This is an optimization exercise on Yosys and OpenROAD, whose aim is small area, not a production implementation.
In this exercise RTL edits were held to simulation tests only and were not proved equivalent to the original.
No activity file was given, so power comes from the tool's default toggle rates.

==> flow/run.sh <==
#!/bin/bash
# synth_recipe.tcl (not shown) runs the flow's synth.tcl, then flattens the netlist and writes it again
# the make line also repeats each setting of config.mk as NAME=value (left out here)
make -C /OpenROAD-flow-scripts/flow DESIGN_CONFIG=/design/flow/config.mk WORK_HOME=/design/flow/orfs CLKGATE_MAP_FILE= SYNTH_SCRIPT=/design/flow/synth_recipe.tcl finish
==> flow/config.mk <==
export PLATFORM = sky130hd
export DESIGN_NAME = swpd
export DESIGN_NICKNAME = swpd
export VERILOG_FILES = /design/flow/design.v
export SDC_FILE = /design/flow/constraint.sdc
export NUM_CORES = 4
export LEC_CHECK = 0
export CAP_MARGIN = 20
export CORE_MARGIN = 2
export CORE_UTILIZATION = 40
export PLACE_DENSITY = 0.6
export SLEW_MARGIN = 20
==> flow/constraint.sdc <==
create_clock -name core_clock -period 12.0 [get_ports {clk}]
set_input_delay 2.4000 -clock core_clock [delete_from_list [all_inputs] [get_ports {clk}]]
set_output_delay 2.4000 -clock core_clock [all_outputs]
set_load 0.01 [all_outputs]
==> flow/design.v <==
module swpd (
    input  wire        clk,
    input  wire        rst,
    input  wire [31:0] now_us,
    input  wire        line_i,
    output wire        line_oe,
    output wire        line_o,
    input  wire [5:0]  bus_addr,
    input  wire        bus_we,
    input  wire [31:0] bus_wdata,
    output reg  [31:0] bus_rdata,
    output wire        done_o,
    output wire        busy_o
);
    localparam [2:0] S_IDLE          = 3'd0;
    localparam [2:0] S_START_LOW     = 3'd1;
    localparam [2:0] S_START_REL     = 3'd2;
    localparam [2:0] S_HS_WAIT_LOW   = 3'd3;
    localparam [2:0] S_HS_WAIT_HIGH  = 3'd4;
    localparam [2:0] S_HS_WAIT_DATA  = 3'd5;
    localparam [2:0] S_BIT_WAIT_HIGH = 3'd6;
    localparam [2:0] S_BIT_MEASURE   = 3'd7;
    localparam [3:0] R_NONE          = 4'd0;
    localparam [3:0] R_OK            = 4'd1;
    localparam [3:0] R_CHECKSUM_ERR  = 4'd2;
    localparam [3:0] R_NO_RESPONSE   = 4'd3;
    localparam [3:0] R_TIMEOUT       = 4'd4;
    localparam [3:0] R_INVALID_PULSE = 4'd5;
    localparam [3:0] A_CTRL      = 4'd0;
    localparam [3:0] A_STATUS    = 4'd1;
    localparam [3:0] A_DATA      = 4'd2;
    localparam [3:0] A_CHECK     = 4'd3;
    localparam [3:0] A_ERR_INFO  = 4'd4;
    localparam [3:0] A_ERR_DUR   = 4'd5;
    localparam [3:0] A_TIMEOUT   = 4'd6;
    localparam [3:0] A_START_LOW = 4'd7;
    localparam [3:0] A_RELEASE   = 4'd8;
    localparam [3:0] A_BIT0_MIN  = 4'd9;
    localparam [3:0] A_BIT0_MAX  = 4'd10;
    localparam [3:0] A_BIT1_MIN  = 4'd11;
    localparam [3:0] A_BIT1_MAX  = 4'd12;
    reg [2:0]  state;
    reg [31:0] t_mark;
    reg [39:0] shift;
    reg [39:0] frame;
    reg        frame_valid;
    reg [5:0]  bit_cnt;
    reg        done;
    reg [3:0]  result;
    reg [5:0]  err_bit;
    reg [2:0]  err_state;
    reg [31:0] err_dur;
    reg [31:0] cfg_timeout;
    reg [31:0] cfg_start_low;
    reg [31:0] cfg_release;
    reg [31:0] cfg_bit0_min;
    reg [31:0] cfg_bit0_max;
    reg [31:0] cfg_bit1_min;
    reg [31:0] cfg_bit1_max;
    wire [3:0] slot    = bus_addr[5:2];
    wire       idle    = (state == S_IDLE);
    wire       op_ctrl = bus_we && (slot == A_CTRL);
    wire       op_start = op_ctrl && bus_wdata[0];
    wire       op_clear = op_ctrl && (bus_wdata[1:0] == 2'b10);
    wire [31:0] elapsed     = now_us - t_mark;
    wire        timed_out   = (elapsed >= cfg_timeout);
    wire        is_zero     = (cfg_bit0_min <= elapsed) && (elapsed <= cfg_bit0_max);
    wire        is_one      = (cfg_bit1_min <= elapsed) && (elapsed <= cfg_bit1_max);
    wire        malformed   = !is_zero && !is_one;
    wire [39:0] shifted     = {shift[38:0], is_zero ? 1'b0 : 1'b1};
    wire [7:0] frame_sum   = frame[39:32] + frame[31:24] + frame[23:16] + frame[15:8];
    wire [7:0] shifted_sum = shifted[39:32] + shifted[31:24] + shifted[23:16] + shifted[15:8];
    wire       chk_ok    = frame_valid && (frame_sum == frame[7:0]);
    assign line_oe = (state == S_START_LOW);
    assign line_o  = 1'b0;
    assign done_o  = done;
    assign busy_o  = !idle;
    always @(*) begin
        case (slot)
            A_STATUS:    bus_rdata = {10'd0, bit_cnt, result, 1'b0, state, 3'b000,
                                      line_oe, chk_ok, frame_valid, done, busy_o};
            A_DATA:      bus_rdata = frame[39:8];
            A_CHECK:     bus_rdata = {16'd0, frame_sum, frame[7:0]};
            A_ERR_INFO:  bus_rdata = {21'd0, err_state, 2'b00, err_bit};
            A_ERR_DUR:   bus_rdata = err_dur;
            A_TIMEOUT:   bus_rdata = cfg_timeout;
            A_START_LOW: bus_rdata = cfg_start_low;
            A_RELEASE:   bus_rdata = cfg_release;
            A_BIT0_MIN:  bus_rdata = cfg_bit0_min;
            A_BIT0_MAX:  bus_rdata = cfg_bit0_max;
            A_BIT1_MIN:  bus_rdata = cfg_bit1_min;
            A_BIT1_MAX:  bus_rdata = cfg_bit1_max;
            default:     bus_rdata = 32'd0;
        endcase
    end
    always @(posedge clk) begin
        if (rst) begin
            state         <= S_IDLE;
            t_mark        <= 32'd0;
            shift         <= 40'd0;
            frame         <= 40'd0;
            frame_valid   <= 1'b0;
            bit_cnt       <= 6'd0;
            done          <= 1'b0;
            result        <= R_NONE;
            err_bit       <= 6'd0;
            err_state     <= 3'd0;
            err_dur       <= 32'd0;
            cfg_timeout   <= 32'd1000;
            cfg_start_low <= 32'd18000;
            cfg_release   <= 32'd30;
            cfg_bit0_min  <= 32'd40;
            cfg_bit0_max  <= 32'd50;
            cfg_bit1_min  <= 32'd65;
            cfg_bit1_max  <= 32'd75;
        end else begin
            if (op_clear)
                done <= 1'b0;
            if (bus_we && idle) begin
                case (slot)
                    A_TIMEOUT:   cfg_timeout   <= bus_wdata;
                    A_START_LOW: cfg_start_low <= bus_wdata;
                    A_RELEASE:   cfg_release   <= bus_wdata;
                    A_BIT0_MIN:  cfg_bit0_min  <= bus_wdata;
                    A_BIT0_MAX:  cfg_bit0_max  <= bus_wdata;
                    A_BIT1_MIN:  cfg_bit1_min  <= bus_wdata;
                    A_BIT1_MAX:  cfg_bit1_max  <= bus_wdata;
                    default: ;
                endcase
            end
            case (state)
                S_IDLE: begin
                    if (op_start) begin
                        state       <= S_START_LOW;
                        t_mark      <= now_us;
                        bit_cnt     <= 6'd0;
                        shift       <= 40'd0;
                        frame       <= 40'd0;
                        frame_valid <= 1'b0;
                        done        <= 1'b0;
                        result      <= R_NONE;
                        err_bit     <= 6'd0;
                        err_state   <= 3'd0;
                        err_dur     <= 32'd0;
                    end
                end
                S_START_LOW: begin
                    if (elapsed >= cfg_start_low) begin
                        state  <= S_START_REL;
                        t_mark <= now_us;
                    end
                end
                S_START_REL: begin
                    if (elapsed >= cfg_release) begin
                        state  <= S_HS_WAIT_LOW;
                        t_mark <= now_us;
                    end
                end
                S_HS_WAIT_LOW, S_HS_WAIT_HIGH, S_HS_WAIT_DATA: begin
                    if (line_i == (state == S_HS_WAIT_HIGH)) begin
                        state  <= state + 3'd1;
                        t_mark <= now_us;
                    end else if (timed_out) begin
                        state     <= S_IDLE;
                        result    <= R_NO_RESPONSE;
                        err_bit   <= 6'd0;
                        err_state <= state;
                        err_dur   <= 32'd0;
                        done      <= 1'b1;
                    end
                end
                S_BIT_WAIT_HIGH: begin
                    if (line_i) begin
                        state  <= S_BIT_MEASURE;
                        t_mark <= now_us;
                    end else if (timed_out) begin
                        state     <= S_IDLE;
                        result    <= R_TIMEOUT;
                        err_bit   <= bit_cnt;
                        err_state <= state;
                        err_dur   <= 32'd0;
                        done      <= 1'b1;
                    end
                end
                S_BIT_MEASURE: begin
                    if (!line_i) begin
                        if (malformed) begin
                            state     <= S_IDLE;
                            result    <= R_INVALID_PULSE;
                            err_bit   <= bit_cnt;
                            err_state <= state;
                            err_dur   <= elapsed;
                            done      <= 1'b1;
                        end else if (bit_cnt == 6'd39) begin
                            shift       <= shifted;
                            frame       <= shifted;
                            frame_valid <= 1'b1;
                            bit_cnt     <= 6'd40;
                            result      <= (shifted_sum == shifted[7:0]) ? R_OK
                                                                           : R_CHECKSUM_ERR;
                            done        <= 1'b1;
                            state       <= S_IDLE;
                        end else begin
                            shift   <= shifted;
                            bit_cnt <= bit_cnt + 6'd1;
                            state   <= S_BIT_WAIT_HIGH;
                            t_mark  <= now_us;
                        end
                    end else if (timed_out) begin
                        state     <= S_IDLE;
                        result    <= R_TIMEOUT;
                        err_bit   <= bit_cnt;
                        err_state <= state;
                        err_dur   <= 32'd0;
                        done      <= 1'b1;
                    end
                end
                default: ;
            endcase
        end
    end
endmodule
==> impl_metrics.json <==
{
  "status": "timing/DRC/antenna clean",
  "cts_tree": "built",
  "drc": 0,
  "grt_pass1_vias": 23000,
  "fill_cells": 5880,
  "first_pass_iters": 6,
  "setup_viol": 0,
  "drtIter0Drc": 2819,
  "die_w_um": 252,
  "numPortBuffers": 106,
  "pre_cts_ws_ps": 1910,
  "syn-num-nets": 3431,
  "path_clk_slew_ps": 60,
  "h-tree-depth": 2,
  "cts_resized": 0,
  "dp.cells": 3834,
  "period_share": 0.804,
  "powerDensity_nw_per_um2": 143,
  "routedWlPerCell_um": 24.4,
  "numCtsBuffers": 47,
  "rsz0062_at_grt": "false",
  "viasPerCell": 6.06,
  "irDropWorstVdd_mv": 0.0852,
  "row_count": 90,
  "crit_path_start_kind": "primary input",
  "async_flop_share": 0,
  "hold_viol": 0,
  "p_leak_nw": 10.8,
  "synth.avg_cell_area_um2": 8.05,
  "synthAdderAreaFrac": 0.162,
  "use_met1": 0.395,
  "fin_util": 0.464,
  "final.setup.worst_slack_ps": 2360,
  "synthDistinctLibCells": 79,
  "worst_pin_slew_ps": 1180,
  "cpMaxStageDelayCell": "a21oi_4",
  "netlist_instances": 3057,
  "synth_edf_count": 0,
  "relSlewSlack": 0.211,
  "grt_use_total": 0.295,
  "syn_area_um2": 24600,
  "gp_congestion": 0.952,
  "ys_ff_latch": 391,
  "period_needed_ps": 9640,
  "required_ps": 12530,
  "totalWireLength_um": 95900,
  "met2_usage": 0.460,
  "endpoint_kind": "register",
  "ys_warn_count": 1,
  "drv_cap": 0,
  "syn2layout_area_growth_pct": 14.3,
  "cp.arrival_ps": 10170,
  "postCtsHoldBufs": 0,
  "clk_latency_ps": 610,
  "cts_root_buf": "clkbuf_16",
  "final_max_slew_viol_count": 0,
  "core_um2": 60600,
  "synth-xor-area-share": 0.0217,
  "total_power_mw": 4.02,
  "initial_core_util": 0.406,
  "synth_flop_cell": "dfxtp_1",
  "path_class": "in2reg",
  "fin_nets": 3476,
  "vias": 23800,
  "fin_cells": 3923,
  "cts.sinks": 391,
  "grt_max_degree": 102,
  "synthMuxAreaShare": 0.0138,
  "antenna_found_initial": 3,
  "yosysSeqAreaShare": 0.318,
  "tns_ps": 0,
  "die-area_um2": 63500,
  "synth_top_family_by_area": "compound AO/OA/AOI/OAI gates",
  "gr-usage-met3": 0.0689,
  "io_pins": 110,
  "path_max_fanout": 47,
  "post_cts_buffers": 0,
  "clock_path_buffers": 3,
  "final_antenna_net_count": 0,
  "die_h_um": 252,
  "hpwl_um": 65600,
  "yosys.area_share.simple": 0.173,
  "synth-compound-area-share": 0.243,
  "max_stage_delay_ps": 910,
  "gr-total-overflow": 0,
  "drive_gt1_frac": 0.0615,
  "fmax_ghz": 0.104,
  "grt_busiest_layer": "met2",
  "finClkSkew_ps": 29.7,
  "hp-class": "reg2reg",
  "grt_pass1_wl_um": 142000
}
-- where the power goes --
group,leakage [nW],total [mW],internal [mW],switching (mW)
Combinational,6.79,1.12,0.411,0.712
Clock,0.824,1.55,0.927,0.621
Sequential,3.16,1.35,1.33,0.0228
-- cells in the mapped netlist, types with 7 or more instances --
cell | number | area (µm²)
or3_1 | 14 | 87.6
and4_1 | 9 | 78.8
a221o_1 | 9 | 90.1
buf_2 | 18 | 90.1
nor2b_1 | 21 | 131
fa_1 | 29 | 581
nor2_1 | 73 | 274
nand2_1 | 610 | 2290
a211oi_1 | 21 | 158
buf_6 | 7 | 78.8
a221oi_1 | 41 | 359
ha_1 | 271 | 3390
a21o_1 | 62 | 465
clkbuf_1 | 129 | 484
o21a_1 | 11 | 82.6
a211o_1 | 9 | 78.8
and2_1 | 11 | 68.8
inv_1 | 246 | 923
a21oi_1 | 345 | 1730
xnor2_1 | 43 | 377
nand4_1 | 54 | 338
o211ai_1 | 28 | 210
mux2i_1 | 34 | 340
and3_1 | 9 | 56.3
nor4_1 | 11 | 68.8
nand2b_1 | 16 | 100
dfxtp_1 | 391 | 7830
a222oi_1 | 12 | 120
a22oi_1 | 62 | 465
a22o_1 | 107 | 937
o31ai_1 | 7 | 52.6
nor3_1 | 29 | 145
o21bai_1 | 7 | 52.6
a31oi_1 | 21 | 131
o21ai_0 | 69 | 345
xor2_1 | 16 | 140
nand3_1 | 94 | 470
-- cells by family after synthesis --
group | count (synthesis)
xor+xnor | 60
mux | 34
buf+inv | 414
fa+ha+maj | 302
other cells | 1
simple gates | 969
flops | 391
compound gates | 886
-- layout by cell type, fill, tap and decap left out, drive strengths merged, types with 11 or more instances in the layout --
master         netlist  routed
a21oi              348     348
a31oi               21      21
a21o                62      62
o21ai               78      78
a222oi              12      12
fa                  29      29
nor4                11      11
dfxtp              391     391
and2                11      11
inv                247     247
clkdlybuf4s50        0     105
mux2i               34      34
clkinv               2      15
nand2              610     610
a221oi              41      41
ha                 271     271
o21a                11      11
a22oi               62      62
or3                 14      14
xnor2               44      44
a22o               107     107
buf                 36      55
o211ai              30      30
xor2                16      16
clkbuf             129      68
nand3               96      96
nor2b               21      21
nand4               54      54
nor2                73      73
a211oi              22      22
nand2b              16      16
nor3                31      31
-- final timing paths --
| path | to | slack, ps | start | cells after the start |
|---|---|---|---|---|
| setup / recovery | frame[14]$_SDFFE_PP0P_ | 2360 | now_us[1] | 26 |
| hold / removal | t_mark[28]$_SDFFE_PP0P_ | 460 | t_mark[28]$_SDFFE_PP0P_ | 2 |
| setup reg to reg | frame[14]$_SDFFE_PP0P_ | 4310 | t_mark[1]$_SDFFE_PP0P_ | 26 |
| hold reg to reg | t_mark[28]$_SDFFE_PP0P_ | 460 | t_mark[28]$_SDFFE_PP0P_ | 2 |
-- critical path: cells and delay by family --
kind                     cells  cell delay (ps)
AND/OR/NAND/NOR              6             1410
XOR/XNOR                     1              700
AO/OA/AOI/OAI               14             3780
buffers and inverters        3             1120
adder cells (fa/ha/maj)      2              720
-- routing by layer --
| layer | share of wire | wire length, µm |
|---|---|---|
| met4 | 0.041 | 3910 |
| met5 | 0.00026 | 25 |
| met1 | 0.42 | 40600 |
| met3 | 0.10 | 9810 |
| met2 | 0.43 | 41500 |
-- metrics by stage --
step / hold slack (ps) / instance area, µm²
floorplan: 433 / 24600
global placement: 443 / 26400
detailed placement: 446 / 26400
CTS: 461 / 28100
global route: 482 / 28100
finish: 458 / 28100
-- cell type report --
| type | instances | area [µm²] | share of cell area |
|---|---|---|---|
| Clock buffer | 67 | 1410 | 0.0502 |
| Clock inverter | 20 | 253 | 0.00899 |
| Timing Repair Buffer | 161 | 1500 | 0.0532 |
| Sequential cell | 391 | 7830 | 0.278 |
| Multi-Input combinational cell | 2252 | 15200 | 0.541 |
| Tap cell | 782 | 978 | 0.0348 |
| Antenna cell | 1 | 2.50 | 0.0000890 |
| Inverter | 249 | 938 | 0.0334 |
-- sequential cells by signal (all words and copies together) (netlist names), 4 cells and up --
signal         flops
bit_cnt            6
cfg_bit0_max      32
cfg_bit0_min      32
cfg_bit1_max      32
cfg_bit1_min      32
cfg_release       32
cfg_start_low     32
cfg_timeout       32
err_bit            6
err_dur           32
frame             40
result             4
shift             39
t_mark            32

-- afterwards: timing with drivers on the ports --
How much do the figures lean on ideal ports? The routed layout below was timed once more, with nothing changed but the port constraints.
Step 1 sets driving cells, clkbuf_16 on the clock port and buf_2 on the other inputs (assumed; they add their load-dependent delay and slew).
Step 2 adds t to the input delays and takes it off the output delays; t is the mean of the earliest and latest rising clock arrival at the registers after step 1. Input paths then give back, and output paths get back, about the clock's delay inside the block.
a / b / c = ideal / step 1 / step 2; a / b = the first two.
t (ns): 0.660
setup WS [ns]: 2.356 / 2.400 / 1.740
hold WS [ns]: 0.458 / 0.458 / 0.458
latest minus earliest clock arrival (ns): 0.030 / 0.030
worst slew at a driven data input, ns: 0.12
After both steps this run still meets setup and hold. For this run, drivers alone change the setup slack by +0.044 ns; drivers and shift together by -0.616 ns.
